What follows belongs to an exercise in optimizing a design on an open flow for small area and a short achievable clock period; a production flow would make more cautious choices. In this exercise RTL edits were held to simulation tests only and were not proved equivalent to the original. Power is estimated from default activity; no workload was simulated.

==> flow/design.v <==
module cpu_alu (
    input  wire [1:0] op,
    input  wire [3:0] a,
    input  wire [3:0] b,
    output reg  [7:0] res,
    output reg        z,
    output reg        c
);
    wire       sub  = op[0];
    wire [4:0] sum  = {1'b0, a} + {1'b0, b ^ {4{sub}}} + {4'd0, sub};
    reg [7:0] prod;
    integer i, j;
    always @* begin
        prod = 8'b1001_0000;
        for (i = 0; i < 4; i = i + 1)
            for (j = 0; j < 4; j = j + 1)
                if ((i == 3) ^ (j == 3))
                    prod = prod + ({7'd0, ~(a[i] & b[j])} << (i + j));
                else
                    prod = prod + ({7'd0, a[i] & b[j]} << (i + j));
    end
    wire [3:0] ma = a[3] ? (4'd0 - a) : a;
    wire [3:0] mb = b[3] ? (4'd0 - b) : b;
    reg  [3:0] mq;
    always @* begin
        case (mb)
            4'd1:    mq = ma;
            4'd2:    mq = {1'b0, ma[3:1]};
            4'd3:    mq = (ma >= 4'd6) ? 4'd2 : (ma >= 4'd3) ? 4'd1 : 4'd0;
            4'd4:    mq = {2'b00, ma[3:2]};
            4'd5, 4'd6, 4'd7, 4'd8:
                     mq = {3'b000, ma >= mb};
            default: mq = 4'd0;
        endcase
    end
    wire [3:0] quot = (a[3] ^ b[3]) ? (4'd0 - mq) : mq;
    always @* begin
        z = 1'b0;
        c = 1'b0;
        case (op)
            2'd0, 2'd1: begin res = {4'd0, sum[3:0]}; z = (sum[3:0] == 4'd0); c = sum[4]; end
            2'd2:       res = prod;
            default:    res = {4'd0, quot};
        endcase
    end
endmodule
module cpu_core #(
    parameter MAX_CYCLES = 1000,
    parameter CW         = 10           
) (
    input  wire          clk,
    input  wire          rst,           
    input  wire          cfg_fwd_en,    
    input  wire          cfg_cache_en,  
    output wire [7:0]    if_addr,
    input  wire [15:0]   if_rdata,
    output wire [7:0]    d_addr,
    input  wire [7:0]    d_rdata,
    output wire [7:0]    d_wdata,
    output wire          d_we,
    input  wire [3:0]    dbg_sel,
    output wire [7:0]    dbg_x,
    output reg  [8:0]    pc,
    output reg           halted,
    output wire          terminated,
    output reg  [1:0]    fault,         
    output reg           flag_z,
    output reg           flag_c,
    output reg  [7:0]    mar,
    output reg  [7:0]    mdr,
    output reg           stalled,
    output reg           flushed,
    output reg           fwd_active,
    output reg  [3:0]    fwd_reg,
    output wire [7:0]    fwd_value,
    output reg           r0_write_ignored,
    output reg  [CW-1:0] cnt_cycles,
    output reg  [CW-1:0] cnt_instructions,
    output wire [CW-1:0] cnt_hazard_stalls,
    output wire [CW-1:0] cnt_cache_stall_cycles,
    output reg  [CW-1:0] cnt_flushes,
    output reg  [CW-1:0] cnt_forwards,
    output reg  [CW-1:0] cnt_cache_hits,
    output wire [CW-1:0] cnt_cache_misses
);
    localparam OP_LOAD = 4'd1, OP_STORE = 4'd2, OP_JMP = 4'd7, OP_HALT = 4'd8;
    integer i;
    reg fwd_en, cache_en;
    reg [7:0] x [1:15];
    reg       pr_valid;
    reg       pr_executed;
    reg [3:0] pr_opcode;
    reg [3:0] pr_operand;    
    reg [7:0] pr_imm;
    reg [7:0] line_valid;
    reg [4:0] line_tag   [0:7];
    reg [2:0] cache_stall_remaining;
    reg [8:0] hs_cnt;
    reg [7:0] cm_cnt;
    assign cnt_hazard_stalls      = {1'b0, hs_cnt};
    assign cnt_cache_misses       = {2'b00, cm_cnt};
    assign cnt_cache_stall_cycles = {cm_cnt, 2'b00};
    assign terminated = halted & ~pr_valid;
    wire active   = (fault == 2'd0) & ~terminated;
    wire at_cap   = (&cnt_cycles[9:5]) & cnt_cycles[3];
    wire do_cycle = active & ~at_cap;
    wire gate     = (cache_stall_remaining != 3'd0);
    wire exec     = do_cycle & ~gate & pr_valid & ~pr_executed;
    wire is_load  = (pr_opcode == OP_LOAD);
    wire is_store = (pr_opcode == OP_STORE);
    wire is_alu   = (pr_opcode == 4'd3) | (pr_opcode == 4'd4) |
                    (pr_opcode == 4'd5) | (pr_opcode == 4'd6);
    wire is_addsub = (pr_opcode == 4'd3) | (pr_opcode == 4'd4);
    wire is_jmp   = (pr_opcode == OP_JMP);
    wire is_halt  = (pr_opcode == OP_HALT);
    wire [3:0] src2 = pr_operand + 4'd1;
    wire [7:0] xr   = (pr_operand == 4'd0) ? 8'd0 : x[pr_operand];
    wire [3:0] xs   = (src2 == 4'd0)       ? 4'd0 : x[src2][3:0];
    wire [1:0] alu_op = pr_opcode[1:0] + 2'd1;    
    wire [7:0] alu_res;
    wire       alu_z, alu_c;
    cpu_alu u_alu (
        .op  (alu_op),
        .a   (xr[3:0]),
        .b   (xs),
        .res (alu_res),
        .z   (alu_z),
        .c   (alu_c)
    );
    wire [2:0] c_index = pr_imm[2:0];
    wire [4:0] c_tag   = pr_imm[7:3];
    wire       c_hit   = line_valid[c_index] & (line_tag[c_index] == c_tag);
    wire       mem_op  = is_load | is_store;
    wire       c_miss  = exec & cache_en & mem_op & ~c_hit;
    wire [7:0] load_data = d_rdata;
    assign d_addr  = pr_imm;
    assign d_wdata = xr;
    assign d_we    = exec & is_store;
    wire       jmp_now     = exec & is_jmp;
    wire [8:0] pc_cur      = jmp_now ? {1'b0, pr_imm} : pc;
    wire       halted_next = halted | (exec & is_halt);
    wire       reach_fetch = do_cycle & ~gate & ~c_miss & ~halted_next;
    wire       oob         = pc_cur[8];
    assign if_addr = pc_cur[7:0];
    wire        fwd_store = d_we & (pr_imm == pc[7:0]);
    wire [7:0]  word_lo   = fwd_store ? xr : if_rdata[7:0];
    wire [3:0]  nxt_opcode  = if_rdata[15:12];
    wire [3:0]  nxt_operand = if_rdata[11:8];
    wire        nxt_is_alu  = (nxt_opcode == 4'd3) | (nxt_opcode == 4'd4) |
                              (nxt_opcode == 4'd5) | (nxt_opcode == 4'd6);
    wire need_match = (nxt_operand == pr_operand) |
                      (nxt_is_alu & ((nxt_operand + 4'd1) == pr_operand));
    wire fetch_ok   = reach_fetch & ~oob;
    wire hazard     = fetch_ok & pr_valid & is_load & need_match;
    wire forward    = hazard & fwd_en;
    wire bubble     = hazard & ~fwd_en;
    wire advance    = fetch_ok & ~bubble;
    assign dbg_x = (dbg_sel == 4'd0) ? 8'd0 : x[dbg_sel];
    assign fwd_value = fwd_active ? mdr : 8'd0;
    wire       x_we    = exec & (is_load | is_alu);
    wire [7:0] x_wdata = is_load ? load_data : alu_res;
    wire [7:0] x_wdata_r = x_wdata & {8{~rst}};
    always @(posedge clk) begin
        for (i = 1; i < 16; i = i + 1)
            if (rst | (x_we && pr_operand == i))
                x[i] <= x_wdata_r;
    end
    always @(posedge clk) begin
        if (c_miss)
            line_tag[c_index] <= c_tag;
    end
    wire c_access = exec & cache_en & mem_op;
    always @(posedge clk) begin
        cnt_cycles       <= (cnt_cycles       + {9'd0, do_cycle})         & {CW{~rst}};
        cnt_instructions <= (cnt_instructions + {9'd0, exec})             & {CW{~rst}};
        cnt_flushes      <= (cnt_flushes      + {9'd0, jmp_now})          & {CW{~rst}};
        cnt_forwards     <= (cnt_forwards     + {9'd0, forward})          & {CW{~rst}};
        cnt_cache_hits   <= (cnt_cache_hits   + {9'd0, c_access & c_hit}) & {CW{~rst}};
        hs_cnt           <= (hs_cnt           + {8'd0, bubble})           & {9{~rst}};
        cm_cnt           <= (cm_cnt           + {7'd0, c_miss})           & {8{~rst}};
    end
    always @(posedge clk) begin
        if (advance) begin
            pr_opcode  <= if_rdata[15:12];
            pr_operand <= if_rdata[11:8];
            pr_imm     <= word_lo;
        end
    end
    always @(posedge clk) begin
        if (rst) begin
            fwd_en   <= cfg_fwd_en;
            cache_en <= cfg_cache_en;
            line_valid <= 8'd0;
            cache_stall_remaining <= 3'd0;
            pc          <= 9'd0;
            halted      <= 1'b0;
            fault       <= 2'd0;
            flag_z      <= 1'b0;
            flag_c      <= 1'b0;
            mar         <= 8'd0;
            mdr         <= 8'd0;
            pr_valid    <= 1'b0;
            pr_executed <= 1'b0;
            stalled          <= 1'b0;
            flushed          <= 1'b0;
            fwd_active       <= 1'b0;
            fwd_reg          <= 4'd0;
            r0_write_ignored <= 1'b0;
        end else begin
            stalled          <= bubble;
            flushed          <= jmp_now;
            fwd_active       <= forward;
            fwd_reg          <= forward ? pr_operand : 4'd0;
            r0_write_ignored <= x_we & (pr_operand == 4'd0);
            if (active & at_cap)
                fault <= 2'd2;
            else if (fetch_ok == 1'b0 && reach_fetch)
                fault <= 2'd1;
            if (do_cycle & gate)
                cache_stall_remaining <= cache_stall_remaining - 3'd1;
            else if (c_miss)
                cache_stall_remaining <= 3'd4;
            if (exec) begin
                pr_executed <= 1'b1;
            end
            if (exec & mem_op) begin
                mar <= pr_imm;
                mdr <= is_load ? load_data : xr;
            end
            if (exec & is_addsub) begin
                flag_z <= alu_z;
                flag_c <= alu_c;
            end
            if (jmp_now) begin
                pr_valid    <= 1'b0;
            end
            if (exec & is_halt)
                halted <= 1'b1;
            if (exec & cache_en & mem_op) begin
                if (~c_hit)
                    line_valid[c_index] <= 1'b1;
            end
            if (do_cycle & ~gate & ~c_miss & halted_next)
                pr_valid <= 1'b0;
            if (bubble) begin
                pr_valid <= 1'b0;
            end
            if (advance) begin
                pr_valid    <= 1'b1;
                pr_executed <= 1'b0;
                pc          <= pc_cur + 9'd1;
            end
        end
    end
endmodule
==> flow/flow/run.sh <==
#!/bin/bash
# Standard ORFS layout (the standard.sh, unchanged synthesis, floorplan,
# power grid and tap cells) with three settings passed to make:
#  - port buffers are buf_1 cells instead of the default choice,
#  - repair_timing aims for extra setup slack so the design is sized for a
#    shorter period than the 13 ns it is signed off at,
#  - smaller clock-tree buffers.
set -euo pipefail
MARGIN=$(cat flow/margin.txt)
bash standard.sh \
  "BUFFER_PORTS_ARGS=-buffer_cell sky130_fd_sc_hd__buf_1" \
  "SETUP_SLACK_MARGIN=${MARGIN}" \
  finish > flow_orfs.log 2>&1
==> flow/flow/margin.txt <==
6.3
==> flow/standard.sh <==
#!/bin/bash
# synth_recipe.tcl (not shown) runs the flow's synth.tcl, then flattens the netlist and writes it again
# the make line also repeats each setting of config.mk as NAME=value (left out here)
make -C /OpenROAD-flow-scripts/flow DESIGN_CONFIG=/design/flow/config.mk WORK_HOME=/design/flow/orfs CLKGATE_MAP_FILE= SYNTH_SCRIPT=/design/flow/synth_recipe.tcl "${@:-finish}"
==> flow/config.mk <==
export PLATFORM = sky130hd
export DESIGN_NAME = cpu_core
export DESIGN_NICKNAME = cpu_core
export VERILOG_FILES = /design/flow/design.v
export SDC_FILE = /design/flow/constraint.sdc
export NUM_CORES = 4
export LEC_CHECK = 0
export ABC_AREA = 1
export CAP_MARGIN = 20
export CORE_MARGIN = 2
export CORE_UTILIZATION = 60
export CTS_BUF_LIST = sky130_fd_sc_hd__clkbuf_16
export CTS_CLUSTER_DIAMETER = 60
export CTS_CLUSTER_SIZE = 30
export SLEW_MARGIN = 20
==> flow/constraint.sdc <==
create_clock -name core_clock -period 13.0 [get_ports {clk}]
set_input_delay 2.6000 -clock core_clock [delete_from_list [all_inputs] [get_ports {clk}]]
set_output_delay 2.6000 -clock core_clock [all_outputs]
set_load 0.01 [all_outputs]
==> out/results.ini, run 1 <==
[status]
outcome = no timing/DRC/antenna violations

[clocking]
cts_tree = yes
clockBufferDepth = 3
clock_latency_ns = 0.54
cts_sinks = 299
cts_hold_buf = 0
h-tree-depth = 1
path_clk_slew_ns = 0.09
clockRootBuffer = clkbuf_16
cts_buffers = 20

[floorplanning]
ios = 192
die_w_um = 165
rows = 58
start_util_pct = 61.2
die_h_um = 165
dieArea_mm2 = 0.0271
core_area_mm2 = 0.0253

[place]
hpwl_um = 34400
dp.cells = 2285
pre_cts_ws_ns = 5.66
port_buffers = 186
post_dp_cell_area_mm2 = 0.0164
place.gp.congestion = 1.06

[timing]
slew_viol_final = 0
min_period_over_period_pct = 51.5
fin_ws_ns = 6.31
worst_slew_pin_slew_ns = 1.09
timing.final.crit_period_ns = 6.69
setup_violations = 0
whs_ns = 0.453
setup_tns_ns = 0
hold_violations = 0
slew-limit-headroom_pct = 26.8
fmax_mhz = 149
fin_skew_ns = 0.0177
rsz0062_at_grt = true

[power]
vdd_drop_max_mv = 0.346
intPower_mw = 2.48
finalPower_mw = 4.77
power_frac_comb_pct = 49.8
clockPowerShare_pct = 14.5
leakage_nw = 7.09
p_sw_mw = 2.29
power_frac_seq_pct = 35.7
power_switching_share_pct = 48.1
power_density_mw_per_mm2 = 272

[logic_synthesis]
ys_async_sr_fraction_pct = 0
synth_seq_area_share_pct = 50.2
synth.avg_cell_area_um2 = 8.57
yosys_register_bits = 299
syn_inst = 1805
yosysWarnings = 11
netlist_area_mm2 = 0.0155
synth-edff-count = 178
synth_ff_type = edfxtp_1
yosysUniqueCellTypes = 54

[route]
ant_nets = 0
viasPerCell = 5.94
wirelength_um = 47100
drc = 0
wire_per_inst_um = 20.1
dr_total_vias = 13900
drt_pass1_iterations = 5
drt_iter0_drc = 1302

[setup_path]
crit_path_frequent_cell = nor2_2
cp-start-kind = input pin
rr_worst_depth = 16
cp.required_ns = 10.40
worst_path_max_delay_cell = nor2_2
worst_ep_arrival_time_ns = 4.09
crit_start = dbg_sel[3]
critPathCaptureType = output port
r2r-start = pr_operand[0]
worstPathMaxFanout = 6
critPathKind = input pin to output port
path_cells = clkbuf_4 -> nor2_2 -> inv_2 -> nor2_2 -> inv_1 -> o221ai_1 -> a211oi_1 -> a41oi_1 -> clkbuf_2
slowest_delay_ns = 0.27

[layout]
nets = 2082
reg_top3 = x (120), line_tag (40)
top_register = x
finish.instance_area_mm2 = 0.0176
finalNonFillerCells = 2340
finish.utilization_pct = 69.6
largest_register_ffs = 120
drive_gt1_share_pct = 9.41
mostFrequentLayoutCells = 344 x nand2_1, 203 x inv_1, 190 x nor2_1, 178 x edfxtp_1, 177 x buf_1
final_common_cell = nand2_1
area_delta_synth_final_pct = 13.7

[global_routing]
track_usage_pct = 33.9
grt_max_degree = 75
antenna_found_initial = 3
grt_pass1_wl_um = 70200
overflow = 0
grt_pass1_vias = 12500

[flow_run]
maxCapViolCount = 0

[min_path]
hold_path.class = flop to flop
hold_depth = 2
worstHoldStart = line_valid[0]

## logic make-up after synthesis
group	count (synthesis)	synth area share, %
multiplexers	8	0.558
other	1	0.0243
buffers and inverters	283	7.46
flip-flops	299	50.2
AO/OA/AOI/OAI	319	12.6
AND/OR/NAND/NOR	806	22.5
adder cells (fa/ha/maj)	55	4.74
XOR/XNOR	34	1.93
## layout make-up
cell class	instances	area (µm²)
timing repair buffer	225	1040
antenna	1	2.50
fill	2011	7680
tap	330	413
clock buffer	20	500
sequential	299	7770
clock inverter	16	216
inverter	222	843
multi-input combinational	1227	6790
## synthesized netlist by cell type, types with 2 or more instances
master	n	area (µm²)
a221o_1	2	20.0
buf_1	2	7.51
or2_2	5	31.3
o32ai_1	5	43.8
o31ai_1	4	30.0
a2111oi_0	3	26.3
mux2i_1	3	30.0
a21oi_1	107	536
fa_1	6	120
nor2_1	210	788
inv_1	214	803
nor3_1	41	205
a31oi_1	3	18.8
a221oi_1	28	245
a211oi_1	7	52.6
o21a_1	4	30.0
o221ai_1	5	43.8
xor2_1	27	236
edfxtp_1	178	5350
nand3_1	131	656
ha_1	49	613
mux2_2	5	56.3
buf_6	2	22.5
a32o_1	2	20.0
o22ai_1	7	43.8
a41oi_1	8	70.1
clkbuf_1	34	128
and3_1	4	25.0
a22o_1	6	52.6
buf_2	3	15.0
buf_4	19	143
xnor2_1	7	61.3
o2111ai_1	3	26.3
nand4_1	9	56.3
nor3b_1	7	52.6
o21ai_0	102	510
o21ai_1	4	20.0
nor2_4	6	67.6
nor2_2	20	125
nor4_1	10	62.6
nand2_1	347	1300
o211ai_1	15	113
nand2_2	14	87.6
dfxtp_1	121	2420
inv_2	7	26.3
## power by group through the flow
stage,Combinational (mW),Clock [mW],Sequential [mW]
4_1_cts,2.33,0.704,1.68
3_5_place_dp,2.31,0,1.69
3_3_place_gp,2.26,0,1.70
2_1_floorplan,1.65,0,1.55
6_report,2.38,0.694,1.70
5_1_grt,2.64,0.737,1.71
## final timing paths
path                                       to  slack (ns)
worst max-delay path                 dbg_x[7]        6.31
worst min-delay path            line_valid[0]        0.45
worst max register to register       x[12][4]        6.97
worst min register to register  line_valid[0]        0.45
## timing repair
| action | 4_1_cts | 5_1_grt |
|---|---|---|
| endpoints found under the setup margin | 8 | 8 |
| resized for setup | 31 | 58 |
| buffers inserted | 0 | 18 |
| pin swaps | 1 | 17 |
## per-layer routing
layer | vias to the layer above | track usage [%] | part of all wire (%)
met5 | - | 0 | 0.028
met3 | 140 | 5.05 | 9.6
met1 | 6448 | 44.6 | 38
li1 | 6512 | - | -
met4 | 2 | 14.4 | 4.9
met2 | 786 | 56.2 | 47
## worst max-delay path, delay by kind of cell
kind,cells,cell delay (ns)
AND/OR/NAND/NOR,2,0.43
buffers and inverters,4,0.57
AO/OA/AOI/OAI,3,0.50
==> inputs of run 2 (changes only) <==
==> flow/flow/margin.txt (replaced) <==
6.6
--- a/flow/config.mk
+++ b/flow/config.mk
@@ -8,8 +8,8 @@
 export ABC_AREA = 1
 export CAP_MARGIN = 20
 export CORE_MARGIN = 2
-export CORE_UTILIZATION = 60
-export CTS_BUF_LIST = sky130_fd_sc_hd__clkbuf_16
-export CTS_CLUSTER_DIAMETER = 60
-export CTS_CLUSTER_SIZE = 30
+export CORE_UTILIZATION = 70
+export CTS_BUF_LIST = sky130_fd_sc_hd__clkbuf_8
+export CTS_CLUSTER_DIAMETER = 50
+export CTS_CLUSTER_SIZE = 16
 export SLEW_MARGIN = 20
==> run 2 against run 1 <==
Compared with the run above:
- worst setup slack better by 0.047 ns
- synthesized cell count is the same
- non-clock buffer count up 31
- critical path type unchanged
- die area down 14%
- critical path depth rose by 3
- clock power decreased by 14%
==> out/results.ini, run 2 <==
[setup_path]
worstPathMaxFanout = 4
critPathKind = input pin to output port
cp-start-kind = input pin
crit_path_frequent_cell = nor2_4
crit_start = dbg_sel[2]
slowest_delay_ns = 0.28
cp.required_ns = 10.40
worst_path_max_delay_cell = a221oi_2
worst_ep_arrival_time_ns = 4.04
critPathCaptureType = output port
path_cells = buf_8 -> inv_6 -> nor2_4 -> inv_4 -> buf_12 -> nor2_4 -> buf_4 -> nand2_2 -> o2111ai_2 -> a221oi_2 -> a41oi_2 -> buf_2
r2r-start = pr_operand[2]

[layout]
drive_gt1_share_pct = 12.6
nets = 2121
largest_register_ffs = 120
area_delta_synth_final_pct = 15.5
top_register = x
finish.utilization_pct = 82.1
final_common_cell = nand2_1
reg_top3 = x (120), line_tag (40)
finish.instance_area_mm2 = 0.0179
mostFrequentLayoutCells = 343 x nand2_1, 206 x inv_1, 188 x nor2_1, 178 x edfxtp_1, 173 x buf_1

[place]
pre_cts_ws_ns = 5.55
hpwl_um = 37000
place.gp.congestion = 1.03
post_dp_cell_area_mm2 = 0.0164
port_buffers = 186

[timing]
slew_viol_final = 0
timing.final.crit_period_ns = 6.64
slew-limit-headroom_pct = 23.2
worst_slew_pin_slew_ns = 1.14
fin_skew_ns = 0.0372
min_period_over_period_pct = 51.1
fin_ws_ns = 6.36
setup_violations = 0
hold_violations = 0
rsz0062_at_grt = true
setup_tns_ns = 0
fmax_mhz = 151

[clocking]
clockRootBuffer = clkbuf_8
clock_latency_ns = 0.63
path_clk_slew_ns = 0.10
cts_tree = yes
h-tree-depth = 1
cts_sinks = 299
cts_hold_buf = 0
cts_buffers = 28
clockBufferDepth = 3

[status]
outcome = no timing/DRC/antenna violations

[logic_synthesis]
ys_async_sr_fraction_pct = 0
netlist_area_mm2 = 0.0155
synth_common_cells = 347 x nand2_1, 214 x inv_1, 210 x nor2_1, 178 x edfxtp_1, 131 x nand3_1
synth-edff-count = 178
synth_most_common_cell = nand2_1
yosys.area.top_type_share_pct = 34.6
yosysUniqueCellTypes = 54
synth_seq_area_share_pct = 50.2
synth_ff_type = edfxtp_1
syn_inst = 1805
post-synth-top-area-cell = edfxtp_1
yosys-top-cells-area = edfxtp_1 35%, dfxtp_1 16%, nand2_1 8.4%
synth.avg_cell_area_um2 = 8.57
yosysWarnings = 11
yosys_register_bits = 299

[min_path]
hold_path.class = flop to flop
worstHoldStart = mar[6]

[route]
ant_nets = 0
drt_iter0_drc = 2229
dr_total_vias = 15300
viasPerCell = 6.55
drc = 0
wire_per_inst_um = 23.1
wirelength_um = 54000
drt_pass1_iterations = 7

[floorplanning]
core_area_mm2 = 0.0218
rows = 54
start_util_pct = 71.1
ios = 192
die_h_um = 153
die_w_um = 153
dieArea_mm2 = 0.0233

[flow_run]
maxCapViolCount = 0

[global_routing]
track_usage_pct = 44.7
grt_pass1_wl_um = 81200
overflow = 0
grt_max_degree = 73
antenna_found_initial = 1
grt_pass1_vias = 14500

[power]
finalPower_mw = 4.88
vdd_drop_max_mv = 0.415
power_density_mw_per_mm2 = 273
leakage_nw = 7.32

[run 2: cell counts after synthesis]
No cell type changed its count.
[run 2: stage by stage]
stage               cells  hold WS (ns)
floorplan            1809         0.426
global placement     2239         0.436
detailed placement   2240         0.451
CTS                  2324         0.465
global route         2337         0.489
finish               2338         0.470
[run 2: path summary, 6_finish.rpt]
kind / to / slack [ns] / cells past startpoint
worst max-delay path: dbg_x[2] / 6.36 / 12
worst min register to register: mar[6] / 0.47 / 2
worst max register to register: x[1][7] / 7.24 / 19
worst min-delay path: mar[6] / 0.47 / 2
[run 2: logic make-up (layout without fill, tap and decap cells)]
group | Yosys count | in the layout | synth area share [%]
simple gates | 806 | 806 | 22.5
compound gates | 319 | 319 | 12.6
flops | 299 | 299 | 50.2
buf+inv | 283 | 530 | 7.46
fa+ha+maj | 55 | 55 | 4.74
xor+xnor | 34 | 34 | 1.93
mux | 8 | 8 | 0.558
other cells | 1 | 7 | 0.0243
[run 2: area by class of cell]
cell class	instances	area (µm²)
clock buffer	28	385
clock inverter	24	199
sequential	299	7770
fill	1251	3890
inverter	222	866
timing repair buffer	256	1340
antenna	2	5.00
tap	280	350
multi-input combinational	1227	6950
[run 2: critical path, delay by kind of cell]
kind,cells,cell delay (ns)
AND/OR/NAND/NOR,3,0.18
buffers and inverters,6,0.68
AO/OA/AOI/OAI,3,0.57
[run 2: power by group]
group | switching, mW | total, mW | leakage, nW | internal [mW]
clock network | 0.360 | 0.599 | 0.321 | 0.239
logic | 1.75 | 2.55 | 4.25 | 0.801
registers | 0.337 | 1.73 | 2.74 | 1.40
total | 2.45 | 4.88 | 7.32 | 2.44
[run 2: routing by layer]
metal / track usage, % / wire, µm
met1: 55.5 / 18500
met2: 73.5 / 24300
met3: 11.0 / 7320
met4: 22.4 / 3900
met5: 0 / 0
[run 2: repair_timing]
action	in CTS	in global routing
gates resized for setup	99	47
setup endpoints to repair	10	12
pin swaps	25	27
setup buffers	32	12
cloned	0	0
==> inputs of run 3 (changes only) <==
==> flow/flow/margin.txt (replaced) <==
6.0
--- a/flow/config.mk
+++ b/flow/config.mk
@@ -8,7 +8,7 @@
 export ABC_AREA = 1
 export CAP_MARGIN = 20
 export CORE_MARGIN = 2
-export CORE_UTILIZATION = 70
+export CORE_UTILIZATION = 60
 export CTS_BUF_LIST = sky130_fd_sc_hd__clkbuf_8
 export CTS_CLUSTER_DIAMETER = 50
 export CTS_CLUSTER_SIZE = 16
==> run 3 against run 2 <==
Compared with the run above:
- final cell count barely moved
- global-route usage fell by 11 points
- critical path type unchanged
- synthesized cell count did not move
==> out/results.ini, run 3 <==
[layout]
multiInputGateArea_mm2 = 0.00663
top_register = x
finish.instance_area_mm2 = 0.0171
area_delta_synth_final_pct = 10.8
nFillCells = 2077
nets = 2072
regArea_mm2 = 0.00777
drive_gt1_share_pct = 7.13
reg_top3 = x (120), line_tag (40)
diodes = 0
largest_register_ffs = 120
mostFrequentLayoutCells = 347 x nand2_1, 219 x inv_1, 201 x nor2_1, 184 x buf_1, 178 x edfxtp_1
final_common_cell = nand2_1
finish.utilization_pct = 67.8

[setup_path]
worst_ep_arrival_time_ns = 4.33
worstPathMaxFanout = 12
critPathKind = input pin to output port
reg2reg_setup_slack_ns = 6.95
critPathCaptureType = output port
cp-start-kind = input pin
cp.required_ns = 10.40
r2r_end = x[3][4]
crit_end = dbg_x[1]
rr_worst_depth = 16
r2r-start = pr_operand[0]
crit_start = dbg_sel[0]

[route]
ant_nets = 0
wirelength_um = 46600
viasPerCell = 5.89
dr_total_vias = 13800
drc = 0
wire_per_inst_um = 20.0
dr_wl_met2_um = 21200
drt_iter0_drc = 1348
wl_met1_um = 18300
highest_layer = met5
drt_pass1_iterations = 7
wl_met3_um = 4560

[power]
power_frac_seq_pct = 36.4
power_switching_share_pct = 48.1
intPower_mw = 2.43
clockPowerShare_pct = 13.2
p_sw_mw = 2.25
power_density_mw_per_mm2 = 273
leakage_nw = 6.93
vdd_drop_max_mv = 0.352
power_frac_comb_pct = 50.4

[logic_synthesis]
post-synth-top-area-cell = edfxtp_1
syn_inst = 1805
synth_common_cells = 347 x nand2_1, 214 x inv_1, 210 x nor2_1, 178 x edfxtp_1, 131 x nand3_1
synth_most_common_cell = nand2_1
yosysUniqueCellTypes = 54
yosysWarnings = 11
synth_ff_type = edfxtp_1
netlist_area_mm2 = 0.0155
synth.avg_cell_area_um2 = 8.57
synth-edff-count = 178
synth_seq_area_share_pct = 50.2
ys_async_sr_fraction_pct = 0
yosys-top-cells-area = edfxtp_1 35%, dfxtp_1 16%, nand2_1 8.4%
yosys_register_bits = 299
yosys.area.top_type_share_pct = 34.6

[global_routing]
grt_max_degree = 75
track_usage_pct = 33.7
overflow = 0
grt_pass1_vias = 12500
grt_pass1_wl_um = 69900
antenna_found_initial = 1

[place]
place.gp.congestion = 1.06
port_buffers = 186
hpwl_um = 34400
post_dp_cell_area_mm2 = 0.0164

[clocking]
cts_buffers = 28
cts_setup_buffers = 0
cts_resized = 5
clockBufferDepth = 3
cts_sinks = 299
h-tree-depth = 1
clockRootBuffer = clkbuf_8
cts_hold_buf = 0
path_clk_slew_ns = 0.10
clock_latency_ns = 0.62
cts_tree = yes

[timing]
slew-limit-headroom_pct = 24.5
timing.final.crit_period_ns = 6.93
fmax_mhz = 144
worst_slew_pin_slew_ns = 1.13
setup_violations = 0
slew_viol_final = 0
rsz0062_at_grt = true
min_period_over_period_pct = 53.3
hold_violations = 0
fin_skew_ns = 0.0299
setup_tns_ns = 0

[status]
outcome = no timing/DRC/antenna violations

[floorplanning]
die_w_um = 165
dieArea_mm2 = 0.0271
start_util_pct = 61.2
rows = 58
ios = 192
die_h_um = 165
core_area_mm2 = 0.0253

[flow_run]
maxCapViolCount = 0

[min_path]
hold_path.class = flop to flop
hold_depth = 2

run 3: logic make-up (layout without fill, tap and decap cells):
kind of cell	count (synthesis)	in the layout	share of synthesized area (%)
fa+ha+maj	55	55	4.74
flops	299	299	50.2
xor+xnor	34	34	1.93
buf+inv	283	480	7.46
compound gates	319	319	12.6
mux	8	8	0.558
simple gates	806	806	22.5
other cells	1	5	0.0243
run 3: power groups by stage:
| stage | Clock, mW | Combinational, mW | Sequential [mW] |
|---|---|---|---|
| 2_1_floorplan | 0 | 1.65 | 1.55 |
| 3_3_place_gp | 0 | 2.26 | 1.70 |
| 6_report | 0.619 | 2.36 | 1.70 |
| 3_5_place_dp | 0 | 2.31 | 1.69 |
| 5_1_grt | 0.667 | 2.62 | 1.71 |
| 4_1_cts | 0.630 | 2.32 | 1.68 |
run 3: metal layers:
layer | vias up | global-route usage (%)
met4 | 2 | 17.7
li1 | 6483 | -
met2 | 735 | 54.1
met5 | - | 0
met3 | 150 | 5.37
met1 | 6384 | 44.4
run 3: final cells by class:
cell class | count | share of cell area [%]
tap | 330 | 2.41
clock inverter | 23 | 1.42
multi-input combinational | 1227 | 38.7
sequential | 299 | 45.3
inverter | 222 | 4.86
timing repair buffer | 207 | 5.02
clock buffer | 28 | 2.25
run 3: worst max-delay path: stages:
cell,delay [ns]
clkbuf_4,0.21
nor2_1,0.07
inv_1,0.18
nor2_1,0.16
a22o_1,0.20
a2111oi_1,0.46
a41oi_1,0.25
buf_1,0.18
run 3: through the flow:
step / std cells / hold WS [ns] / setup WS [ns] / power [mW]
6_report: 2336 / 0.454 / 6.07 / 4.68
5_1_grt: 2336 / 0.481 / 5.93 / 5.00
4_1_cts: 2336 / 0.453 / 6.02 / 4.63
3_5_place_dp: 2285 / 0.437 / 5.66 / 4.00
3_3_place_gp: 2285 / 0.439 / 5.71 / 3.96
2_1_floorplan: 1809 / 0.426 / 6.46 / 3.20
run 3: how the worst min path moves through the flow:
| stage | from | endpoint |
|---|---|---|
| 2_1_floorplan | cache_stall_remaining[0] | cache_stall_remaining[0] |
| 4_1_cts | line_valid[0] | line_valid[0] |
| 6_report | line_valid[0] | line_valid[0] |
| 3_3_place_gp | line_valid[0] | line_valid[0] |
| 5_1_grt | line_valid[5] | line_valid[5] |
| 3_5_place_dp | line_valid[0] | line_valid[0] |
==> inputs of run 4 (changes only) <==
==> flow/flow/margin.txt (replaced) <==
6.3
--- a/flow/config.mk
+++ b/flow/config.mk
@@ -6,10 +6,10 @@
 export NUM_CORES = 4
 export LEC_CHECK = 0
 export ABC_AREA = 1
-export CAP_MARGIN = 20
+export CAP_MARGIN = 0
 export CORE_MARGIN = 2
 export CORE_UTILIZATION = 60
 export CTS_BUF_LIST = sky130_fd_sc_hd__clkbuf_8
 export CTS_CLUSTER_DIAMETER = 50
 export CTS_CLUSTER_SIZE = 16
-export SLEW_MARGIN = 20
+export SLEW_MARGIN = 0
==> run 4 against run 3 <==
Compared with the run above:
- first-iteration DRC count down 2.8%
- clock power about the same
- count of clock-buffer cells in the layout unchanged
- sequential cell count unchanged
- die area unchanged
- non-clock buffer count up 17
- routed wire length up 0.69%
- register-to-register slack about the same
- synthesized cell count unchanged
- power up 0.24%
- via count up 1.0%
- critical endpoint is now dbg_x[0]
- largest power group unchanged
==> out/results.ini, run 4 <==
[status]
outcome = no timing/DRC/antenna violations

[power]
p_sw_mw = 2.25
power_switching_share_pct = 48.0
vdd_drop_max_mv = 0.352
clockPowerShare_pct = 13.2
leakage_nw = 7.07
power_density_mw_per_mm2 = 269
power_frac_seq_pct = 36.3
power_frac_comb_pct = 50.5
intPower_mw = 2.44
finalPower_mw = 4.69

[clocking]
clockBufferDepth = 3
cts_sinks = 299
clockRootBuffer = clkbuf_8
path_clk_slew_ns = 0.10
cts_hold_buf = 0
cts_tree = yes
cts_buffers = 28
clock_latency_ns = 0.61
h-tree-depth = 1

[flow_run]
maxCapViolCount = 0

[place]
place.gp.congestion = 1.06
dp.cells = 2285
port_buffers = 186
post_dp_cell_area_mm2 = 0.0164
hpwl_um = 34400

[route]
viasPerCell = 5.90
drt_iter0_drc = 1310
wire_per_inst_um = 20.0
drt_pass1_iterations = 7
dr_total_vias = 13900
wirelength_um = 47000
ant_nets = 0
drc = 0

[layout]
finish.instance_area_mm2 = 0.0174
top_register = x
mostFrequentLayoutCells = 344 x nand2_1, 208 x inv_1, 191 x nor2_1, 178 x edfxtp_1, 178 x buf_1
nets = 2089
finalNonFillerCells = 2353
final_common_cell = nand2_1
finish.utilization_pct = 69.1
nFillCells = 2048
largest_register_ffs = 120
drive_gt1_share_pct = 9.59
reg_top3 = x (120), line_tag (40)
diodes = 0
area_delta_synth_final_pct = 12.9

[logic_synthesis]
synth.avg_cell_area_um2 = 8.57
yosys.area.top_type_share_pct = 34.6
post-synth-top-area-cell = edfxtp_1
yosys_register_bits = 299
synth_common_cells = 347 x nand2_1, 214 x inv_1, 210 x nor2_1, 178 x edfxtp_1, 131 x nand3_1
syn_inst = 1805
yosysWarnings = 11
synth_seq_area_share_pct = 50.2
netlist_area_mm2 = 0.0155
yosysUniqueCellTypes = 54
yosys-top-cells-area = edfxtp_1 35%, dfxtp_1 16%, nand2_1 8.4%
synth-edff-count = 178
synth_ff_type = edfxtp_1
ys_async_sr_fraction_pct = 0
synth_most_common_cell = nand2_1

[timing]
slew-limit-headroom_pct = 12.9
timing.final.crit_period_ns = 6.69
min_period_over_period_pct = 51.5
worst_slew_pin_slew_ns = 1.30
setup_violations = 0
hold_violations = 0
setup_tns_ns = 0
slew_viol_final = 0
fin_skew_ns = 0.0264
rsz0062_at_grt = true
fmax_mhz = 149

[setup_path]
slowest_delay_ns = 0.31
critPathKind = input pin to output port
worst_ep_arrival_time_ns = 4.09
path_cells = buf_4 -> inv_2 -> nand2_4 -> nor2_4 -> nand2_1 -> nand4_1 -> a2111oi_4 -> nand3_1 -> a221oi_2 -> a21oi_2 -> buf_2
cp.required_ns = 10.40
critPathCaptureType = output port
rr_worst_depth = 16
crit_family = compound AO/OA/AOI/OAI gates
cp.depth = 11
r2r_end = x[13][4]
worst_path_max_delay_cell = a2111oi_4
worstPathMaxFanout = 7
r2r-start = pr_operand[0]
crit_buf_inv = 3
crit_end = dbg_x[0]
reg2reg_setup_slack_ns = 6.94
cp-start-kind = input pin
crit_start = dbg_sel[2]

[floorplanning]
dieArea_mm2 = 0.0271
die_w_um = 165
die_h_um = 165
core_area_mm2 = 0.0253
start_util_pct = 61.2
ios = 192
rows = 58

[global_routing]
overflow = 0
grt_pass1_vias = 12500
antenna_found_initial = 1
track_usage_pct = 33.8
grt_pass1_wl_um = 70100
grt_max_degree = 75

[min_path]
hold_path.class = flop to flop

==> run 4: cell counts after synthesis <==
Identical to the previous run, type by type.
==> run 4: timing repair <==
action	4_1_cts	5_1_grt
setup endpoints to repair	8	8
resized for setup	31	55
hold endpoints to repair	0	0
pin swaps	1	16
setup buffers	0	16
==> run 4: worst min-delay path by stage <==
stage | startpoint | end | slack (ns) | cells after the start
final | line_valid[0] | line_valid[0] | 0.45 | 2
after global routing | line_valid[5] | line_valid[5] | 0.48 | 2
after CTS | line_valid[0] | line_valid[0] | 0.45 | 2
after detailed placement | line_valid[0] | line_valid[0] | 0.44 | 2
after global placement | line_valid[0] | line_valid[0] | 0.44 | 2
after floorplan | cache_stall_remaining[0] | cache_stall_remaining[0] | 0.43 | 1
==> run 4: logic make-up (layout without fill, tap and decap cells) <==
family	count (synthesis)	after routing	share of synthesized area, %
DFF	299	299	50.2
buffers and inverters	283	497	7.46
and+or+nand+nor	806	806	22.5
AOI/OAI and AO/OA	319	319	12.6
other	1	5	0.0243
adders and majority gates	55	55	4.74
muxes	8	8	0.558
xor gates and xnor gates	34	34	1.93
==> run 4: worst reg2reg max path, cell delays in order (launching register included) <==
cell	delay, ns
edfxtp_1	0.73
nand2_2	0.31
inv_2	0.17
nand2_1	0.41
nor2_1	0.08
nor2_1	0.12
nand2_1	0.10
o21bai_1	0.86
nor2_1	0.15
fa_1	0.55
inv_1	0.06
fa_1	0.54
inv_1	0.04
ha_1	0.21
fa_1	0.48
nand2_1	0.06
a21oi_2	0.81
==> run 4: layout make-up <==
cell class	count	area, µm²	area share, %
Tap cell	330	413	2.37
Sequential cell	299	7770	44.5
Clock inverter	23	244	1.40
Timing Repair Buffer	224	1030	5.88
Clock buffer	28	385	2.21
Inverter	222	843	4.83
Multi-Input combinational cell	1227	6770	38.8
==> run 4: metal layers <==
| metal | part of all wire, % | wire (µm) | up-vias | track usage (%) |
|---|---|---|---|---|
| met1 | 39 | 18300 | 6472 | 44.8 |
| met2 | 45 | 21300 | 738 | 54.2 |
| met4 | 6.0 | 2800 | 2 | 17.4 |
| met5 | 0.028 | 13 | - | 0 |
| li1 | - | - | 6515 | - |
| met3 | 9.7 | 4540 | 164 | 5.30 |
==> run 4: through the flow <==
step / setup WS, ns / hold WS (ns)
3_3_place_gp: 5.71 / 0.439
2_1_floorplan: 6.46 / 0.426
4_1_cts: 6.23 / 0.453
5_1_grt: 6.25 / 0.481
3_5_place_dp: 5.66 / 0.437
6_report: 6.31 / 0.454
==> run 4: power groups by stage <==
stage	registers, mW	clock network (mW)	logic [mW]
finish	1.70	0.618	2.37
global route	1.71	0.668	2.63
CTS	1.68	0.630	2.33
detailed placement	1.69	0	2.31
global placement	1.70	0	2.26
floorplan	1.55	0	1.65
==> inputs of run 5 (changes only) <==
--- a/flow/config.mk
+++ b/flow/config.mk
@@ -6,10 +6,10 @@
 export NUM_CORES = 4
 export LEC_CHECK = 0
 export ABC_AREA = 1
-export CAP_MARGIN = 0
+export CAP_MARGIN = 20
 export CORE_MARGIN = 2
 export CORE_UTILIZATION = 60
 export CTS_BUF_LIST = sky130_fd_sc_hd__clkbuf_8
 export CTS_CLUSTER_DIAMETER = 50
-export CTS_CLUSTER_SIZE = 16
-export SLEW_MARGIN = 0
+export CTS_CLUSTER_SIZE = 22
+export SLEW_MARGIN = 20
==> run 5 against run 4 <==
Compared with the run above:
- still clean
- synthesized area did not move
- non-clock buffer count is 3 higher
- critical path depth is 1 lower
- critical path type unchanged
- critical endpoint unchanged
==> out/results.ini, run 5 <==
[layout]
mostFrequentLayoutCells = 344 x nand2_1, 206 x inv_1, 190 x nor2_1, 178 x edfxtp_1, 177 x buf_1
finalNonFillerCells = 2354
nets = 2090
reg_top3 = x (120), line_tag (40)
nFillCells = 2047
final_common_cell = nand2_1
top_register = x
area_delta_synth_final_pct = 13.2
drive_gt1_share_pct = 9.94
largest_register_ffs = 120

[logic_synthesis]
synth_common_cells = 347 x nand2_1, 214 x inv_1, 210 x nor2_1, 178 x edfxtp_1, 131 x nand3_1
synth-edff-count = 178
synth_ff_type = edfxtp_1
post-synth-top-area-cell = edfxtp_1
ys_async_sr_fraction_pct = 0
yosys-top-cells-area = edfxtp_1 35%, dfxtp_1 16%, nand2_1 8.4%
synth_seq_area_share_pct = 50.2
syn_inst = 1805
synth.avg_cell_area_um2 = 8.57
yosysUniqueCellTypes = 54
yosysWarnings = 11
yosys.area.top_type_share_pct = 34.6
netlist_area_mm2 = 0.0155
yosys_register_bits = 299
synth_most_common_cell = nand2_1

[global_routing]
grt_max_degree = 75
grt_pass1_wl_um = 69700
antenna_found_initial = 2
track_usage_pct = 33.6
grt_pass1_vias = 12500
overflow = 0

[floorplanning]
die_w_um = 165
rows = 58
core_area_mm2 = 0.0253
start_util_pct = 61.2
ios = 192
die_h_um = 165
dieArea_mm2 = 0.0271

[timing]
rsz0062_at_grt = true
hold_violations = 0
setup_tns_ns = 0
slew-limit-headroom_pct = 24.9
min_period_over_period_pct = 51.8
fin_skew_ns = 0.0542
timing.final.crit_period_ns = 6.73
fmax_mhz = 149
slew_viol_final = 0
setup_violations = 0
worst_slew_pin_slew_ns = 1.11

[route]
wire_per_inst_um = 20.1
wirelength_um = 47300
viasPerCell = 5.95
ant_nets = 0
drt_iter0_drc = 1476
dr_total_vias = 14000
drc = 0
drt_pass1_iterations = 7

[clocking]
h-tree-depth = 1
cts_tree = yes
clockBufferDepth = 3
cts_buffers = 26
clock_latency_ns = 0.62
path_clk_slew_ns = 0.12
cts_sinks = 299
clockRootBuffer = clkbuf_8

[setup_path]
slowest_delay_ns = 0.34
critPathKind = input pin to output port
critPathCaptureType = output port
worst_path_max_delay_cell = a2111oi_4
path_cells = clkbuf_4 -> nand2_8 -> nor2_4 -> nand2_1 -> nand4_1 -> a2111oi_4 -> nand3_1 -> a221oi_2 -> a21oi_2 -> buf_2
worst_ep_arrival_time_ns = 4.13
cp-start-kind = input pin
cp.required_ns = 10.40
crit_family = compound AO/OA/AOI/OAI gates
worstPathMaxFanout = 7
crit_buf_inv = 2

[status]
outcome = no timing/DRC/antenna violations

[flow_run]
maxCapViolCount = 0

[place]
hpwl_um = 34400
port_buffers = 186
dp.cells = 2285
place.gp.congestion = 1.06

[min_path]
hold_path.class = flop to flop

[power]
power_density_mw_per_mm2 = 267
leakage_nw = 7.06
vdd_drop_max_mv = 0.346

[run 5: cell counts after synthesis]
No cell type changed its count.
[run 5: worst register-to-register path, stage by stage (launching register included)]
cell and delay [ns]:
edfxtp_1 0.76, nand2_2 0.33, inv_2 0.18, nand2_1 0.41, nor2_1 0.09, nor2_1 0.12
nand2_1 0.10, o21bai_1 0.84, nor2_1 0.15, fa_1 0.55, inv_1 0.06, fa_1 0.53
inv_1 0.04, ha_1 0.21, fa_1 0.48, nand2_1 0.06, a21oi_2 0.82
[run 5: logic make-up (layout without fill, tap and decap cells)]
group	after synthesis	in the layout	share of synthesized area, %
and+or+nand+nor	806	806	22.5
AOI/OAI and AO/OA	319	319	12.6
DFF	299	299	50.2
buffers and inverters	283	497	7.46
adders and majority gates	55	55	4.74
xor gates and xnor gates	34	34	1.93
muxes	8	8	0.558
other	1	6	0.0243
[run 5: stage by stage]
step | setup WS, ns | utilization (%) | hold WS (ns) | cell area, µm² | power [mW]
after floorplan | 6.46 | - | 0.426 | 15500 | 3.20
after global placement | 5.71 | 65.1 | 0.439 | 16400 | 3.96
after detailed placement | 5.66 | 65.1 | 0.437 | 16400 | 4.00
after CTS | 6.24 | 68.0 | 0.455 | 17200 | 4.61
after global routing | 6.22 | 69.3 | 0.483 | 17500 | 4.99
final | 6.27 | 69.3 | 0.457 | 17500 | 4.68
[run 5: per-layer routing]
metal	vias to the layer above	GRT usage [%]	wire, µm
met5	-	0	13
met4	2	16.4	2670
met3	162	5.37	4580
met2	762	54.4	21700
met1	6556	44.3	18300
li1	6526	-	-
[run 5: power breakdown]
part | total (mW) | switching (mW) | internal, mW
Clock | 0.593 | 0.370 | 0.223
Combinational | 2.38 | 1.61 | 0.766
Sequential | 1.71 | 0.312 | 1.40
[run 5: area by class of cell]
class | count | area [µm²] | area share (%)
sequential | 299 | 7770 | 44.4
multi-input combinational | 1227 | 6810 | 38.9
timing repair buffer | 227 | 1060 | 6.06
inverter | 222 | 843 | 4.82
tap | 330 | 413 | 2.36
clock buffer | 26 | 358 | 2.04
clock inverter | 22 | 241 | 1.38
antenna | 1 | 2.50 | 0.0143
[run 5: what timing repair did]
item                                    4_1_cts  5_1_grt
buffers inserted                              0       20
endpoints found under the setup margin        8        8
pin swaps                                     2       18
hold buffers                                  0        0
resized for setup                            42       46
[run 5: path summary, 6_finish.rpt]
check / from / slack, ns / endpoint / depth (start not counted)
max reg2reg: pr_operand[0] / 6.92 / x[5][4] / 16
min: line_valid[0] / 0.46 / line_valid[0] / 2
max: dbg_sel[3] / 6.27 / dbg_x[0] / 10
min reg2reg: line_valid[0] / 0.46 / line_valid[0] / 2
==> inputs of run 6 (changes only) <==
--- a/flow/config.mk
+++ b/flow/config.mk
@@ -11,5 +11,5 @@
 export CORE_UTILIZATION = 60
 export CTS_BUF_LIST = sky130_fd_sc_hd__clkbuf_8
 export CTS_CLUSTER_DIAMETER = 50
-export CTS_CLUSTER_SIZE = 22
+export CTS_CLUSTER_SIZE = 16
 export SLEW_MARGIN = 20
==> run 6 against run 5 <==
Compared with the run above:
- critical endpoint unchanged
- global-route usage increased by 0.24 points
- die area stayed put
- via count fell by 0.72%
- design area down 0.25%
- largest power group unchanged
- final cell count about the same
- sequential power about the same
- clock power increased by 4.0%
==> out/results.ini, run 6 <==
[status]
outcome = no timing/DRC/antenna violations

[power]
leakage_nw = 7.07
power_density_mw_per_mm2 = 269
vdd_drop_max_mv = 0.353

[global_routing]
use_met3_pct = 5.30
met1_usage_pct = 44.8
grt_max_degree = 75
grt_pass1_wl_um = 70100
antenna_found_initial = 1
grt_util_met2_pct = 54.2
overflow = 0
track_usage_pct = 33.8
grt_pass1_vias = 12500
grt-busiest-layer = met2

[setup_path]
r2r_end = x[3][4]
r2r-start = pr_operand[0]
rr_worst_depth = 16
slowest_delay_ns = 0.31
worst_path_max_delay_cell = a2111oi_4
cp.required_ns = 10.40
worst_ep_arrival_time_ns = 4.10
critPathCaptureType = output port
critPathKind = input pin to output port
reg2reg_setup_slack_ns = 6.92
worstPathMaxFanout = 7
path_cells = buf_4 -> inv_2 -> nand2_4 -> nor2_4 -> nand2_1 -> nand4_1 -> a2111oi_4 -> nand3_1 -> a221oi_2 -> a21oi_2 -> buf_2
cp-start-kind = input pin

[layout]
area_delta_synth_final_pct = 12.9
largest_register_ffs = 120
top_register = x
mostFrequentLayoutCells = 344 x nand2_1, 208 x inv_1, 191 x nor2_1, 178 x edfxtp_1, 177 x buf_1
finish.utilization_pct = 69.1
drive_gt1_share_pct = 9.64
diodes = 0
nets = 2088
final_common_cell = nand2_1
reg_top3 = x (120), line_tag (40)

[logic_synthesis]
synth_ff_type = edfxtp_1
netlist_area_mm2 = 0.0155
synth_most_common_cell = nand2_1
yosys.area.top_type_share_pct = 34.6
yosys_register_bits = 299
syn_inst = 1805
post-synth-top-area-cell = edfxtp_1
yosysUniqueCellTypes = 54
synth_common_cells = 347 x nand2_1, 214 x inv_1, 210 x nor2_1, 178 x edfxtp_1, 131 x nand3_1
ys_async_sr_fraction_pct = 0
yosys-top-cells-area = edfxtp_1 35%, dfxtp_1 16%, nand2_1 8.4%
synth-edff-count = 178
yosysWarnings = 11
synth_seq_area_share_pct = 50.2
synth.avg_cell_area_um2 = 8.57

[clocking]
clockRootBuffer = clkbuf_8
cts_sinks = 299
clockBufferDepth = 3
clock_latency_ns = 0.62
cts_tree = yes
h-tree-depth = 1
path_clk_slew_ns = 0.10
cts_buffers = 28

[route]
viasPerCell = 5.91
ant_nets = 0
drt_pass1_iterations = 7
wirelength_um = 47100
drt_iter0_drc = 1325
drc = 0
dr_total_vias = 13900
wire_per_inst_um = 20.0

[floorplanning]
rows = 58
dieArea_mm2 = 0.0271
ios = 192
die_w_um = 165
start_util_pct = 61.2
die_h_um = 165
core_area_mm2 = 0.0253

[timing]
worst_slew_pin_slew_ns = 1.10
rsz0062_at_grt = true
slew_viol_final = 0
hold_violations = 0
slew-limit-headroom_pct = 25.9
timing.final.crit_period_ns = 6.70
setup_tns_ns = 0
setup_violations = 0
min_period_over_period_pct = 51.5
fin_skew_ns = 0.0357
fmax_mhz = 149

[min_path]
hold_path.class = flop to flop
hold_path_end = line_valid[0]
worstHoldStart = line_valid[0]
hold_depth = 2

[place]
hpwl_um = 34400
place.gp.congestion = 1.06
port_buffers = 186

[flow_run]
maxCapViolCount = 0

==> run 6: cell count changes in the layout (fill, tap and decap cells not counted), sizes merged <==
cell    delta
bufinv     +3
inv        -4
clkbuf     +2
clkinv     +2
buf        -4
diode      -1
==> run 6: worst max path at each step <==
| stage | start | to | slack, ns | cells past startpoint |
|---|---|---|---|---|
| floorplan | dbg_sel[0] | dbg_x[0] | 6.46 | 10 |
| global route | dbg_sel[3] | dbg_x[2] | 6.25 | 9 |
| detailed placement | dbg_sel[0] | dbg_x[0] | 5.66 | 12 |
| finish | dbg_sel[2] | dbg_x[0] | 6.30 | 11 |
| global placement | dbg_sel[0] | dbg_x[0] | 5.71 | 12 |
| CTS | dbg_sel[2] | dbg_x[0] | 6.23 | 11 |
==> run 6: through the flow <==
stage / cell area (µm²) / setup WS (ns) / hold WS (ns) / total power, mW / cells
after floorplan: 15500 / 6.46 / 0.426 / 3.20 / 1809
after global placement: 16400 / 5.71 / 0.439 / 3.96 / 2285
after detailed placement: 16400 / 5.66 / 0.437 / 4.00 / 2285
after CTS: 17200 / 6.23 / 0.453 / 4.63 / 2336
after global routing: 17500 / 6.25 / 0.481 / 5.01 / 2352
final: 17500 / 6.30 / 0.453 / 4.70 / 2352
==> run 6: layout make-up <==
type                    instances  area (µm²)
well taps                     330         413
multi-input cells            1227        6780
flip-flops and latches        299        7770
clock inverters                23         244
inverters                     222         843
clock buffers                  28         385
fillers                      2044        7800
repair buffers                223        1020
==> run 6: cells by family (layout without fill, tap and decap cells) <==
group	count (synthesis)	after routing	share of synthesized area, %
adder cells (fa/ha/maj)	55	55	4.74
buffers and inverters	283	496	7.46
XOR/XNOR	34	34	1.93
other	1	5	0.0243
AND/OR/NAND/NOR	806	806	22.5
AO/OA/AOI/OAI	319	319	12.6
multiplexers	8	8	0.558
flip-flops	299	299	50.2
==> run 6: power breakdown <==
| group | internal [mW] | switching, mW | total, mW |
|---|---|---|---|
| logic | 0.766 | 1.61 | 2.38 |
| registers | 1.40 | 0.307 | 1.70 |
| clock network | 0.277 | 0.340 | 0.617 |
==> run 6: repair_timing <==
| item | in CTS | in global routing |
|---|---|---|
| hold buffers | 0 | 0 |
| buffers inserted | 0 | 16 |
| gates resized for setup | 31 | 57 |
| hold endpoints to repair | 0 | 0 |
| endpoints found under the setup margin | 8 | 8 |
| pin swaps | 1 | 16 |
==> run 6: per-layer routing <==
| metal | vias up | wire length [µm] |
|---|---|---|
| met3 | 162 | 4570 |
| met5 | - | 13 |
| met4 | 2 | 2680 |
| met1 | 6458 | 18400 |
| li1 | 6517 | - |
| met2 | 768 | 21500 |
==> run 6: critical path: cells and delay by family <==
family,cells,cell delay (ns)
compound gates,3,0.63
simple gates,5,0.54
buf+inv,3,0.33
==> inputs of run 7 (changes only) <==
==> flow/flow/margin.txt (replaced) <==
6.6
--- a/flow/config.mk
+++ b/flow/config.mk
@@ -5,7 +5,7 @@
 export SDC_FILE = /design/flow/constraint.sdc
 export NUM_CORES = 4
 export LEC_CHECK = 0
-export ABC_AREA = 1
+export ABC_AREA = 0
 export CAP_MARGIN = 20
 export CORE_MARGIN = 2
 export CORE_UTILIZATION = 60
==> run 7 against run 6 <==
Compared with the run above:
- non-clock buffer count increased by 45
- core utilization rose by 2.0 points
- highest routed layer is now met4
- critical path type unchanged
- still clean
- worst hold slack better by 0.014 ns
- sequential share of layout area is 2.8 points lower
- sequential power about the same
- via count is 2.2% lower
- design area up 6.7%
==> out/results.ini, run 7 <==
[power]
p_sw_mw = 2.26
intPower_mw = 2.68
power_frac_seq_pct = 34.0
power_frac_comb_pct = 53.3
clockPowerShare_pct = 12.7
vdd_drop_max_mv = 0.454
leakage_nw = 7.03
power_density_mw_per_mm2 = 265
power_switching_share_pct = 45.8
finalPower_mw = 4.94

[place]
port_buffers = 186
hpwl_um = 34100
place.gp.congestion = 0.989
pre_cts_ws_ns = 5.48

[setup_path]
reg2reg_setup_slack_ns = 6.94
r2r_end = x[9][7]
rr_worst_depth = 18
cp.required_ns = 10.40
worst_ep_arrival_time_ns = 4.13
r2r-start = pr_operand[0]
worstPathMaxFanout = 6
critPathKind = input pin to output port
cp-start-kind = input pin
critPathCaptureType = output port

[logic_synthesis]
synth_ff_type = edfxtp_1
yosys_register_bits = 299
post-synth-top-area-cell = edfxtp_1
synth-edff-count = 178
yosysUniqueCellTypes = 95
synth_seq_area_share_pct = 48.3
synth_common_cells = 178 x edfxtp_1, 154 x nor2_1, 121 x dfxtp_1, 102 x nand2_1, 84 x a21oi_1
yosysWarnings = 11
syn_inst = 1522
ys_async_sr_fraction_pct = 0
netlist_area_mm2 = 0.0161
synth.avg_cell_area_um2 = 10.6
yosys.area.top_type_share_pct = 33.2
synth_most_common_cell = edfxtp_1
yosys-top-cells-area = edfxtp_1 33%, dfxtp_1 15%, ha_1 3.8%

[route]
drt_pass1_iterations = 6
dr_total_vias = 13600
ant_nets = 0
wire_per_inst_um = 24.4
drc = 0
viasPerCell = 6.54
drt_iter0_drc = 1917
wirelength_um = 50700

[global_routing]
grt_pass1_wl_um = 74400
grt_max_degree = 82
antenna_found_initial = 0
overflow = 0
track_usage_pct = 34.2
grt_pass1_vias = 12700

[layout]
regArea_mm2 = 0.00777
mostFrequentLayoutCells = 178 x edfxtp_1, 173 x buf_1, 143 x nor2_1, 121 x dfxtp_1, 101 x nand2_1
diodes = 0
nFillCells = 1960
multiInputGateArea_mm2 = 0.00792
reg_top3 = x (120), line_tag (40)
final_common_cell = edfxtp_1
largest_register_ffs = 120
top_register = x
drive_gt1_share_pct = 15.7
area_delta_synth_final_pct = 15.8
nets = 1809

[min_path]
hold_path.class = flop to flop
hold_path_end = mar[6]
worstHoldStart = mar[6]
hold_depth = 2

[floorplanning]
die_h_um = 168
ios = 192
die_w_um = 168
core_area_mm2 = 0.0262
start_util_pct = 61.4
dieArea_mm2 = 0.0281
rows = 59

[clocking]
cts_hold_buf = 0
cts_sinks = 299
h-tree-depth = 1
clockRootBuffer = clkbuf_8
cts_buffers = 30
clock_latency_ns = 0.62
path_clk_slew_ns = 0.09
clockBufferDepth = 3
cts_tree = yes

[timing]
hold_violations = 0
fmax_mhz = 149
rsz0062_at_grt = true
fin_ws_ns = 6.27
setup_violations = 0
slew-limit-headroom_pct = 22.6
fin_skew_ns = 0.0353
slew_viol_final = 0
timing.final.crit_period_ns = 6.73
min_period_over_period_pct = 51.7
setup_tns_ns = 0
worst_slew_pin_slew_ns = 1.16

[flow_run]
maxCapViolCount = 0

[status]
outcome = no timing/DRC/antenna violations

run 7: cells by family (layout without fill, tap and decap cells):
logic type | count (synthesis) | in the layout | share of synthesized area, %
multiplexers | 86 | 86 | 6.80
flip-flops | 299 | 299 | 48.3
buffers and inverters | 147 | 366 | 4.70
XOR/XNOR | 89 | 89 | 4.85
adder cells (fa/ha/maj) | 55 | 55 | 4.56
other | 1 | 5 | 0.0233
AND/OR/NAND/NOR | 514 | 514 | 16.3
AO/OA/AOI/OAI | 331 | 331 | 14.5
run 7: timing repair:
item,CTS,global route
gates cloned,6,5
setup endpoints to repair,69,100
hold endpoints to repair,0,0
pin swaps,19,32
buffers inserted,21,22
gates resized for setup,70,71
run 7: metrics by stage:
stage	cells	utilization [%]	area [µm²]	hold slack, ns
2_1_floorplan	1526	-	16100	0.429
3_3_place_gp	1970	64.3	16800	0.442
3_5_place_dp	1970	64.3	16800	0.447
4_1_cts	2052	68.9	18100	0.468
5_1_grt	2080	71.1	18600	0.490
6_report	2080	71.1	18600	0.467
run 7: critical path, stage by stage:
cell and delay (ns):
clkbuf_16 0.14, buf_16 0.14, and2_4 0.15, a22o_4 0.23, a2111oi_4 0.36, a21oi_2 0.09, a21oi_2 0.17, o21ai_2 0.09
buf_2 0.14
run 7: layout make-up:
class	instances	area share (%)
tap	335	2.25
multi-input combinational	1080	42.5
clock inverter	24	1.16
sequential	299	41.7
timing repair buffer	268	9.16
inverter	43	0.907
clock buffer	31	2.29
run 7: power by group through the flow:
stage | clock network [mW] | registers, mW | logic, mW
after floorplan | 0 | 1.51 | 1.86
after CTS | 0.638 | 1.65 | 2.50
after detailed placement | 0 | 1.68 | 2.45
after global placement | 0 | 1.68 | 2.41
after global routing | 0.673 | 1.68 | 2.88
final | 0.629 | 1.68 | 2.63
run 7: worst max-delay path by stage:
stage,endpoint,cells past startpoint,start,slack [ns]
2_1_floorplan,dbg_x[0],7,dbg_sel[0],6.60
3_3_place_gp,dbg_x[6],9,dbg_sel[2],5.51
3_5_place_dp,dbg_x[0],8,dbg_sel[1],5.48
4_1_cts,dbg_x[4],9,dbg_sel[0],6.34
5_1_grt,dbg_x[4],9,dbg_sel[0],6.23
6_report,dbg_x[4],9,dbg_sel[0],6.27
run 7: per-layer routing:
metal / GRT usage, % / vias to the layer above / routed length [µm]
li1: - / 6025 / -
met1: 45.3 / 6459 / 19800
met2: 53.6 / 913 / 22400
met3: 6.76 / 208 / 5350
met4: 18.1 / 0 / 3130
met5: 0 / - / 0
==> inputs of run 8 (changes only) <==
==> flow/flow/margin.txt (replaced) <==
6.3
==> flow/config.mk (replaced) <==
export PLATFORM = sky130hd
export DESIGN_NAME = cpu_core
export DESIGN_NICKNAME = cpu_core
export VERILOG_FILES = /design/flow/design.v
export SDC_FILE = /design/flow/constraint.sdc
export NUM_CORES = 4
export LEC_CHECK = 0
export ABC_AREA = 1
export CAP_MARGIN = 20
export CORE_MARGIN = 2
export CORE_UTILIZATION = 60
export CTS_BUF_LIST = sky130_fd_sc_hd__clkbuf_4
export CTS_CLUSTER_DIAMETER = 35
export CTS_CLUSTER_SIZE = 10
export SLEW_MARGIN = 20
==> run 8 against run 7 <==
Compared with the run above:
- first-iteration DRC count shrank 29%
- register-to-register slack better by 0.03 ns
- still clean
- design area decreased by 6.0%
==> out/results.ini, run 8 <==
[setup_path]
worstPathMaxFanout = 4
cp.required_ns = 10.40
critPathCaptureType = output port
critPathKind = input pin to output port
worst_ep_arrival_time_ns = 4.07
cp-start-kind = input pin

[floorplanning]
ios = 192
dieArea_mm2 = 0.0271
die_w_um = 165
rows = 58
core_area_mm2 = 0.0253
die_h_um = 165
start_util_pct = 61.2

[place]
place.gp.congestion = 1.06
dp.cells = 2285
port_buffers = 186
post_dp_cell_area_mm2 = 0.0164
hpwl_um = 34400

[timing]
hold_violations = 0
fin_skew_ns = 0.0631
slew_viol_final = 0
rsz0062_at_grt = true
worst_slew_pin_slew_ns = 1.15
fmax_mhz = 150
setup_tns_ns = 0
slew-limit-headroom_pct = 23.0
setup_violations = 0
timing.final.crit_period_ns = 6.67
min_period_over_period_pct = 51.3

[route]
wl_met3_um = 4810
drt_iter0_drc = 1370
highest_layer = met5
ant_nets = 0
viasPerCell = 5.89
wl_met1_um = 18300
dr_total_vias = 14000
drc = 0
drt_pass1_iterations = 6
dr_wl_met2_um = 21400
wire_per_inst_um = 19.8
wirelength_um = 47200

[logic_synthesis]
yosys.area.top_type_share_pct = 34.6
synth.avg_cell_area_um2 = 8.57
synth_ff_type = edfxtp_1
post-synth-top-area-cell = edfxtp_1
yosysUniqueCellTypes = 54
synth_most_common_cell = nand2_1
synth_common_cells = 347 x nand2_1, 214 x inv_1, 210 x nor2_1, 178 x edfxtp_1, 131 x nand3_1
netlist_area_mm2 = 0.0155
synth_seq_area_share_pct = 50.2
yosys-top-cells-area = edfxtp_1 35%, dfxtp_1 16%, nand2_1 8.4%
ys_async_sr_fraction_pct = 0
syn_inst = 1805
yosys_register_bits = 299
synth-edff-count = 178
yosysWarnings = 11

[flow_run]
maxCapViolCount = 0

[power]
power_density_mw_per_mm2 = 270
finalPower_mw = 4.73
leakage_nw = 7.11
vdd_drop_max_mv = 0.347

[layout]
mostFrequentLayoutCells = 344 x nand2_1, 204 x inv_1, 190 x nor2_1, 178 x edfxtp_1, 177 x buf_1
finalNonFillerCells = 2381
area_delta_synth_final_pct = 13.2
final_common_cell = nand2_1
reg_top3 = x (120), line_tag (40)
finish.instance_area_mm2 = 0.0175
drive_gt1_share_pct = 10.9
top_register = x
largest_register_ffs = 120
nets = 2104

[global_routing]
grt_pass1_vias = 12700
track_usage_pct = 34.4
antenna_found_initial = 2
grt_max_degree = 75
overflow = 0
grt_pass1_wl_um = 70900

[clocking]
cts_buffers = 44
path_clk_slew_ns = 0.10
cts_sinks = 299
clockRootBuffer = clkbuf_4
cts_tree = yes
cts_hold_buf = 0
h-tree-depth = 2
clockBufferDepth = 3
clock_latency_ns = 0.73

[status]
outcome = no timing/DRC/antenna violations

[min_path]
hold_path.class = flop to flop

==> run 8: cell types whose count changed after synthesis, sizes merged, moves of 41 or more <==
cell	change
nand2	+259
nand3	+73
nor2	+80
inv	+180
nor2b	-41
o21ai	+66
==> run 8: final timing paths <==
kind	from	to	slack [ns]	cells past startpoint
hold reg to reg	line_valid[0]	line_valid[0]	0.46	2
setup / recovery	dbg_sel[3]	dbg_x[0]	6.33	11
setup reg to reg	pr_operand[0]	x[3][4]	6.97	16
hold / removal	line_valid[0]	line_valid[0]	0.46	2
==> run 8: cells by family after synthesis <==
| kind of cell | count (synthesis) | share of synthesized area (%) |
|---|---|---|
| AND/OR/NAND/NOR | 806 | 22.5 |
| AO/OA/AOI/OAI | 319 | 12.6 |
| flip-flops | 299 | 50.2 |
| buffers and inverters | 283 | 7.46 |
| adder cells (fa/ha/maj) | 55 | 4.74 |
| XOR/XNOR | 34 | 1.93 |
| multiplexers | 8 | 0.558 |
| other | 1 | 0.0243 |
==> run 8: power breakdown <==
part / switching (mW) / internal, mW
Sequential: 0.307 / 1.40
Clock: 0.350 / 0.310
Combinational: 1.60 / 0.765
==> run 8: critical path, stage by stage <==
cell and delay, ns:
buf_2 0.18, nor2_2 0.08, inv_2 0.16, nor2_4 0.05, inv_1 0.12, nor2_1 0.06
a221oi_1 0.22, nand3_1 0.13, a221oi_2 0.21, a21oi_2 0.11, buf_2 0.15
==> run 8: layout make-up <==
class | count | area, µm²
flip-flops and latches | 299 | 7770
fillers | 2060 | 7750
multi-input cells | 1227 | 6770
repair buffers | 223 | 1030
inverters | 222 | 846
clock buffers | 55 | 413
well taps | 330 | 413
clock inverters | 24 | 267
diodes | 1 | 2.50
==> run 8: metal layers <==
layer,up-vias,global-route usage [%]
met5,-,0
met2,797,54.5
met1,6474,45.2
met4,2,18.5
met3,167,6.05
li1,6573,-
==> run 8: metrics by stage <==
| stage | utilization (%) | worst slack, ns | hold WS, ns |
|---|---|---|---|
| after floorplan | - | 6.46 | 0.426 |
| after global placement | 65.1 | 5.71 | 0.439 |
| after detailed placement | 65.1 | 5.66 | 0.437 |
| after CTS | 68.2 | 6.23 | 0.452 |
| after global routing | 69.3 | 6.23 | 0.482 |
| final | 69.3 | 6.33 | 0.455 |
==> run 8: what timing repair did <==
action                                  in CTS  in global routing
resized for setup                           31                 53
pin swaps                                    1                 16
setup buffers                                0                 16
endpoints found under the setup margin       8                  8

-- afterwards: timing with drivers on the ports --
The results above use ideal ports. As a check the final layouts listed here were re-extracted and re-timed, cells and wires unchanged.
Step 1, drivers: a clkbuf_16 drives clk and a buf_2 each remaining input, both assumed.
Step 2 also shifts input and output timing later by t, the mid clock arrival at the registers, as if the neighbouring blocks saw the same clock.
a / b / c = no drivers / after step 1 / after step 2; a / b = the first two.
| run | shift t [ns] | setup slack, ns | worst setup path after step 2 | worst slew at a driven data input, ns |
|---|---|---|---|---|
| run 1 | 0.585 | 6.309 / 6.239 / 6.239 | input to output | 0.09 |
| run 2 | 0.665 | 6.357 / 6.310 / 6.310 | input to output | 0.09 |
| run 3 | 0.651 | 6.073 / 6.041 / 6.041 | input to output | 0.08 |
| run 4 | 0.647 | 6.307 / 6.221 / 6.221 | input to output | 0.10 |
| run 5 | 0.644 | 6.271 / 6.224 / 6.224 | input to output | 0.08 |
| run 6 | 0.652 | 6.302 / 6.221 / 6.221 | input to output | 0.09 |
| run 7 | 0.654 | 6.274 / 6.230 / 6.230 | input to output | 0.15 |
| run 8 | 0.742 | 6.330 / 6.301 / 6.301 | input to output | 0.08 |
After both steps setup and hold are still met in every run listed. For run 4, which loses most, drivers alone change the setup slack by -0.086 ns; drivers and shift together by -0.086 ns.
